What follows belongs to an exercise in optimizing a design on an open flow for small area and few clock cycles; a production flow would make more cautious choices. Function was checked by simulation only, so behaviour that the tests miss may differ from the original. The clock port is modelled as an ideal driver; clocking choices that lean on that would not hold on a real chip. No activity file was given, so power comes from the tool's default toggle rates.

==> 11-24: inputs <==
==> flow/design.v <==
module spe_cqm (
    input  wire       clk,
    input  wire       rst,
    input  wire       op_valid,
    output reg        op_ready,
    input  wire [2:0] op_code,
    input  wire [7:0] op_tag,
    input  wire [2:0] op_target,
    input  wire [2:0] op_lun,
    input  wire [2:0] op_outcome,
    output reg        resp_valid,
    output reg  [2:0] resp_code,
    output reg  [7:0] resp_tag,
    output reg  [2:0] resp_target,
    output reg  [2:0] resp_lun,
    output reg        resp_cb,
    output reg  [7:0] resp_cb_tag,
    output reg  [2:0] resp_cb_outcome,
    output wire [4:0] issue_count,
    output wire [4:0] disc_count,
    output wire       cur_valid,
    output wire [7:0] cur_tag,
    output wire [2:0] cur_target,
    output wire [2:0] cur_lun,
    output wire       done_valid,
    output wire [7:0] done_tag,
    output wire [2:0] done_outcome
);
    localparam R_OK       = 3'd0;
    localparam R_FULL     = 3'd1;
    localparam R_EMPTY    = 3'd2;
    localparam R_BUSY     = 3'd3;
    localparam R_NOTFOUND = 3'd4;
    localparam R_ISSUE    = 3'd5;
    localparam R_DISC     = 3'd6;
    integer i;
    reg [13:0] iq [0:15];        
    reg [3:0]  iq_head;
    reg [3:0]  iq_tail;          
    reg [4:0]  iq_cnt;
    reg [13:0] dq [0:15];
    reg [15:0] dq_v;
    reg [4:0]  dq_cnt;
    reg        cur_v;
    reg [13:0] cur_d;
    reg        done_v;
    reg [7:0]  done_t;
    reg [2:0]  done_o;
    assign issue_count  = iq_cnt;
    assign disc_count   = dq_cnt;
    assign cur_valid    = cur_v;
    assign cur_tag      = cur_d[13:6];
    assign cur_target   = cur_d[5:3];
    assign cur_lun      = cur_d[2:0];
    assign done_valid   = done_v;
    assign done_tag     = done_t;
    assign done_outcome = done_o;
    wire fire     = op_valid & op_ready;
    wire is_enq   = (op_code == 3'd0);
    wire is_take  = (op_code == 3'd1);
    wire is_resel = (op_code == 3'd2);
    wire is_rem   = (op_code == 3'd3);
    wire is_park  = (op_code == 3'd4);
    wire is_fin   = (op_code == 3'd5);
    wire is_pf    = (op_code == 3'd6);
    wire is_drain = (op_code == 3'd7);
    wire [13:0] op_d = {op_tag, op_target, op_lun};
    wire       iq_full  = iq_cnt[4];
    wire       iq_empty = (iq_cnt == 5'd0);
    reg [15:0] th, tt, hd, tl, iq_val;
    always @(*) begin
        for (i = 0; i < 16; i = i + 1) begin
            th[i] = (i >= iq_head);
            tt[i] = (i >= iq_tail);
            hd[i] = (i == iq_head);
            tl[i] = (i == iq_tail);
        end
        iq_val = iq_full ? 16'hffff :
                 iq_empty ? 16'h0000 :
                 (|(th & ~tt)) ? (th & ~tt) : (th | ~tt);
    end
    reg [15:0] iq_hit;
    always @(*)
        for (i = 0; i < 16; i = i + 1)
            iq_hit[i] = iq_val[i] & (iq[i][13:6] == op_tag);
    wire iq_any = |iq_hit;
    reg [15:0] dq_tag_hit, dq_nx_hit;
    always @(*)
        for (i = 0; i < 16; i = i + 1) begin
            dq_tag_hit[i] = dq_v[i] & (dq[i][13:6] == op_tag);
            dq_nx_hit[i]  = dq_v[i] & (dq[i][5:0] == {op_target, op_lun});
        end
    wire dq_tag_any = |dq_tag_hit;
    wire dq_nx_any  = |dq_nx_hit;
    wire dq_full    = dq_cnt[4];
    reg [15:0] dq_free;
    reg        seen;
    always @(*) begin
        seen = 1'b0;
        for (i = 0; i < 16; i = i + 1) begin
            dq_free[i] = !dq_v[i] && !seen;
            seen = seen | !dq_v[i];
        end
    end
    wire enq_ok   = is_enq   & !iq_full;
    wire take_ok  = is_take  & !cur_v & !iq_empty;
    wire resel_ok = is_resel & !cur_v & dq_nx_any;
    wire rem_iq   = is_rem   & iq_any;
    wire rem_dq   = is_rem   & !iq_any & dq_tag_any;
    wire park_ok  = is_park  & cur_v & !dq_full;
    wire fin_ok   = is_fin   & cur_v;
    wire pf_ok    = is_pf    & cur_v & !iq_full;
    wire drain_ok = is_drain & done_v;
    reg [15:0] iq_sel, dq_sel;
    always @(*)
        for (i = 0; i < 16; i = i + 1) begin
            iq_sel[i] = (is_take & hd[i]) | (is_rem & iq_hit[i]);
            dq_sel[i] = (is_resel & dq_nx_hit[i]) | (is_rem & dq_tag_hit[i]);
        end
    reg [13:0] rd;
    always @(*) begin
        rd = 14'd0;
        for (i = 0; i < 16; i = i + 1)
            rd = rd | ({14{iq_sel[i]}} & iq[i]) | ({14{dq_sel[i]}} & dq[i]);
    end
    always @(posedge clk) begin
        if (rst) begin
            op_ready   <= 1'b0;
            resp_valid <= 1'b0;
            resp_cb    <= 1'b0;
            iq_head    <= 4'd0;
            iq_tail    <= 4'd0;
            iq_cnt     <= 5'd0;
            dq_v       <= 16'd0;
            dq_cnt     <= 5'd0;
            cur_v      <= 1'b0;
            done_v     <= 1'b0;
        end else begin
            op_ready   <= 1'b1;
            resp_valid <= fire;
            resp_cb    <= fire & ((is_fin & cur_v & done_v) | drain_ok);
            if (fire) begin
                if (take_ok)    iq_head <= iq_head + 4'd1;
                else if (pf_ok) iq_head <= iq_head - 4'd1;
                if (enq_ok)      iq_tail <= iq_tail + 4'd1;
                else if (rem_iq) iq_tail <= iq_tail - 4'd1;
                if (enq_ok | pf_ok)        iq_cnt <= iq_cnt + 5'd1;
                else if (take_ok | rem_iq) iq_cnt <= iq_cnt - 5'd1;
                if (park_ok)               dq_cnt <= dq_cnt + 5'd1;
                else if (resel_ok | rem_dq) dq_cnt <= dq_cnt - 5'd1;
                for (i = 0; i < 16; i = i + 1) begin
                    if (park_ok & dq_free[i]) dq_v[i] <= 1'b1;
                    if ((resel_ok & dq_nx_hit[i]) | (rem_dq & dq_tag_hit[i])) dq_v[i] <= 1'b0;
                end
                if (take_ok | resel_ok)         cur_v <= 1'b1;
                else if (park_ok | fin_ok | pf_ok) cur_v <= 1'b0;
                if (fin_ok)        done_v <= 1'b1;
                else if (drain_ok) done_v <= 1'b0;
            end
        end
    end
    always @(posedge clk) begin
        resp_cb_tag     <= done_t;
        resp_cb_outcome <= done_o;
        if (is_enq)
            {resp_tag, resp_target, resp_lun} <= op_d;
        else if (is_take | is_resel | is_rem)
            {resp_tag, resp_target, resp_lun} <= rd;
        else if (is_drain)
            resp_tag <= done_t;
        else
            {resp_tag, resp_target, resp_lun} <= cur_d;
        case (op_code)
            3'd0: resp_code <= iq_full ? R_FULL : R_OK;
            3'd1: resp_code <= cur_v ? R_BUSY : iq_empty ? R_EMPTY : R_OK;
            3'd2: resp_code <= cur_v ? R_BUSY : !dq_nx_any ? R_NOTFOUND : R_OK;
            3'd3: resp_code <= iq_any ? R_ISSUE : dq_tag_any ? R_DISC : R_NOTFOUND;
            3'd4: resp_code <= !cur_v ? R_EMPTY : dq_full ? R_FULL : R_OK;
            3'd5: resp_code <= !cur_v ? R_EMPTY : R_OK;
            3'd6: resp_code <= !cur_v ? R_EMPTY : iq_full ? R_FULL : R_OK;
            default: resp_code <= !done_v ? R_EMPTY : R_OK;
        endcase
    end
    always @(posedge clk) begin
        if (fire & (take_ok | resel_ok)) cur_d <= rd;
        if (fire & fin_ok) begin
            done_t <= cur_d[13:6];
            done_o <= op_outcome;
        end
    end
    reg [15:0] pre;
    reg        hit_ge_head;
    reg [15:0] sh, wr, hold;
    wire [13:0] bus = is_enq ? op_d : cur_d;
    always @(*) begin
        pre[0] = iq_hit[0];
        for (i = 1; i < 16; i = i + 1) pre[i] = pre[i-1] | iq_hit[i];
        hit_ge_head = |(iq_hit & th);
        for (i = 0; i < 16; i = i + 1) begin
            sh[i]   = fire & rem_iq & (th[i] ? (pre[i] & hit_ge_head) : (pre[i] | hit_ge_head));
            wr[i]   = fire & ((enq_ok & tl[i]) | (pf_ok & hd[(i + 1) % 16]));
            hold[i] = !sh[i] & !wr[i];
        end
    end
    always @(posedge clk)
        for (i = 0; i < 16; i = i + 1)
            iq[i] <= ({14{hold[i]}} & iq[i]) | ({14{sh[i]}} & iq[(i + 1) % 16]) |
                     ({14{wr[i]}} & bus);
    always @(posedge clk)
        for (i = 0; i < 16; i = i + 1)
            if (fire & park_ok & dq_free[i]) dq[i] <= cur_d;
endmodule
==> flow/flow/run.sh <==
#!/bin/bash
set -euo pipefail
W=$PWD
# ORFS synth.tcl with one line added after its preamble: use $MY_ABC_SCRIPT for abc
awk '{print} /^source \$::env\(SCRIPTS_DIR\)\/synth_preamble.tcl/ {print "set abc_args [lreplace $abc_args 1 1 $::env(MY_ABC_SCRIPT)]"}' \
  "$FLOW_HOME/scripts/synth.tcl" > "$W/my_synth_core.tcl"
grep -q MY_ABC_SCRIPT "$W/my_synth_core.tcl"
# The standard flow's synthesis script, sourcing that copy
sed "s#source \$::env(SCRIPTS_DIR)/synth.tcl#source $W/my_synth_core.tcl#" "$W/synth_recipe.tcl" > "$W/my_synth_recipe.tcl"
grep -q my_synth_core "$W/my_synth_recipe.tcl"
# standard.sh, using that synthesis script
sed "s#SYNTH_SCRIPT=[^ ]*synth_recipe.tcl#SYNTH_SCRIPT=$W/my_synth_recipe.tcl#" "$W/standard.sh" > "$W/my_standard.sh"
grep -q my_synth_recipe "$W/my_standard.sh"
export MY_ABC_SCRIPT="$W/flow/area.abc"
export BUFFER_PORTS_ARGS="-buffer_cell sky130_fd_sc_hd__buf_1"

R=$W/orfs/results/$FLOW_PLATFORM/spe_cqm/base
L=$W/orfs/logs/$FLOW_PLATFORM/spe_cqm/base
bash my_standard.sh place > standard_place.log 2>&1
for d in 35 30 26 22 18 14; do
  export CTS_ARGS="-sink_clustering_enable -repair_clock_nets -dont_use_dummy_load -buf_list sky130_fd_sc_hd__clkbuf_4 -sink_clustering_size 30 -sink_clustering_max_diameter $d"
  bash my_standard.sh clean_cts > /dev/null 2>&1
  bash my_standard.sh cts > standard_cts_d$d.log 2>&1
  cp "$L/4_1_cts.log" "$W/cts_d$d.log"
  CTS_ODB=$R/4_cts.odb CTS_SDC=$R/4_cts.sdc openroad -no_init -exit flow/clkslew.tcl > clkslew_d$d.log 2>&1
  s=$(awk '/^CLKSLEW/ {print $2}' clkslew_d$d.log)
  echo "diameter $d: clock-pin slew $s" >> cts_choice.log
  if awk -v s="$s" 'BEGIN {exit !(s != "" && s <= 0.105)}'; then break; fi
done
bash my_standard.sh > standard.log 2>&1
==> flow/flow/area.abc <==
&get -n
&st
&syn2
&dch
&nf -R 1000
&st
&syn2
&dch
&nf -R 1000
&put
topo
stime -c
dnsize -c
==> flow/flow/clkslew.tcl <==
# Prints the largest clock-pin slew (ns) of the flip-flops in the CTS result.
set P $::env(FLOW_HOME)/platforms/sky130hd
read_lef $P/lef/sky130_fd_sc_hd.tlef
read_lef $P/lef/sky130_fd_sc_hd_merged.lef
read_liberty $P/lib/sky130_fd_sc_hd__tt_025C_1v80.lib
read_db $::env(CTS_ODB)
read_sdc $::env(CTS_SDC)
source $P/setRC.tcl
set_propagated_clock [all_clocks]
estimate_parasitics -placement
set mx 0
foreach p [get_pins -hierarchical */CLK] {
  set s [get_property $p slew_max]
  if {$s > $mx} { set mx $s }
}
puts "CLKSLEW $mx"
==> flow/standard.sh <==
#!/bin/bash
# synth_recipe.tcl (not shown) runs the flow's synth.tcl, then flattens the netlist and writes it again
# the make line also repeats each setting of config.mk as NAME=value (left out here)
make -C /OpenROAD-flow-scripts/flow DESIGN_CONFIG=/design/flow/config.mk WORK_HOME=/design/flow/orfs CLKGATE_MAP_FILE= SYNTH_SCRIPT=/design/flow/synth_recipe.tcl "${@:-finish}"
==> flow/config.mk <==
export PLATFORM = sky130hd
export DESIGN_NAME = spe_cqm
export DESIGN_NICKNAME = spe_cqm
export VERILOG_FILES = /design/flow/design.v
export SDC_FILE = /design/flow/constraint.sdc
export NUM_CORES = 4
export LEC_CHECK = 0
export CAP_MARGIN = 20
export CORE_MARGIN = 2
export CORE_UTILIZATION = 30
export GPL_TIMING_DRIVEN = 0
export PLACE_DENSITY = 0.5
export SLEW_MARGIN = 20
==> flow/constraint.sdc <==
create_clock -name core_clock -period 6.0 [get_ports {clk}]
set_input_delay 1.2000 -clock core_clock [delete_from_list [all_inputs] [get_ports {clk}]]
set_output_delay 1.2000 -clock core_clock [all_outputs]
set_load 0.01 [all_outputs]
==> 03-04 (differences from 11-24) <==
--- a/flow/config.mk
+++ b/flow/config.mk
@@ -9,5 +9,4 @@
 export CORE_MARGIN = 2
 export CORE_UTILIZATION = 30
-export GPL_TIMING_DRIVEN = 0
 export PLACE_DENSITY = 0.5
 export SLEW_MARGIN = 20
==> summary of the runs <==
In sequential power, 11-24 and 03-04 hardly differ. Of 11-24 and 03-04, 03-04 has the higher core utilization (gap 0.38 points). Against 11-24, the sequential share of layout area of 03-04 is lower by 0.46 points. Register-to-register slack: 03-04 is better than 11-24 (0.02 ns). Non-clock buffer count: 03-04 is higher than 11-24 (136). In 03-04 the clock power is larger than in 11-24, by about 11%. 11-24 produced a layout that fails on setup timing. 03-04 went through all stages and came out clean. In 11-24 the first-iteration DRC count is lower than in 03-04, by about 0.2%.
==> figures <==
Last weighted congestion value of the routability-driven placer: 11-24 0.969; 03-04 1.01
Startpoint of the most critical setup path: 11-24 op_lun[1]; 03-04 iq_tail[2]
Layout net count: 11-24 2825; 03-04 2990
Gates resized, CTS repair: 11-24 31; 03-04 0
Power of the combinational group: 11-24 491 uW; 03-04 490 uW
Status: 11-24 failed layout checks; 03-04 no timing/DRC/antenna violations
Reasons for failing layout checks: 11-24 setup timing; 03-04 -
Maximum net fanout on the critical path: 11-24 16; 03-04 23
Length in cells of the worst reg-to-reg path: 11-24 23; 03-04 19
CLK BUF: 11-24 135; 03-04 164
Leakage component of the power: 11-24 0.00997 uW; 03-04 0.0105 uW
Fin util: 11-24 36.1%; 03-04 36.5%
Critical Path Sink: 11-24 resp_target[0]; 03-04 iq[4][13]
Fin crit period: 11-24 6.06 ns; 03-04 5.79 ns
Part of the power in registers: 11-24 57.4%; 03-04 55.4%
Proportion of power drawn by the clock network: 11-24 35.4%; 03-04 37.7%
Crit path launch type: 11-24 primary input; 03-04 flop
Testbench counts of 11-24, summed over its fixed seeds: cycles 32,008.
Testbench counts of 03-04, summed over its fixed seeds: cycles 32,008.

## static timing again, ports no longer ideal
The flow's constraints put no driver on any port. The routed layouts listed below were extracted and timed again, unchanged, in two steps.
Step 1 sets driving cells, clkbuf_16 on the clock port and buf_2 on the other inputs (assumed; they add their load-dependent delay and slew).
Step 2, shift: input delay + t, output delay - t, t = (earliest + latest rising clock arrival at the registers) / 2. This alone moves slack from input paths to output paths.
Three values: ideal, step 1, step 2; two values: the first two.
| run | shift t [ns] | slack for setup (ns) | hold slack, ns | slew at the worst register clock pin (ns) | worst slew at a driven data input, ns |
|---|---|---|---|---|---|
| 11-24 | 1.027 | -0.057 / -0.030 / -1.057 | 0.379 / 0.379 / 0.379 | 0.09 / 0.09 | 0.10 |
| 03-04 | 1.043 | 0.206 / 0.206 / -0.147 | 0.369 / 0.362 / 0.369 | 0.08 / 0.08 | 0.12 |
With both steps, setup timing fails in 03-04, where it was met with ideal ports. For 11-24, which loses most, drivers alone change the setup slack by +0.027 ns; drivers and shift together by -1.000 ns.
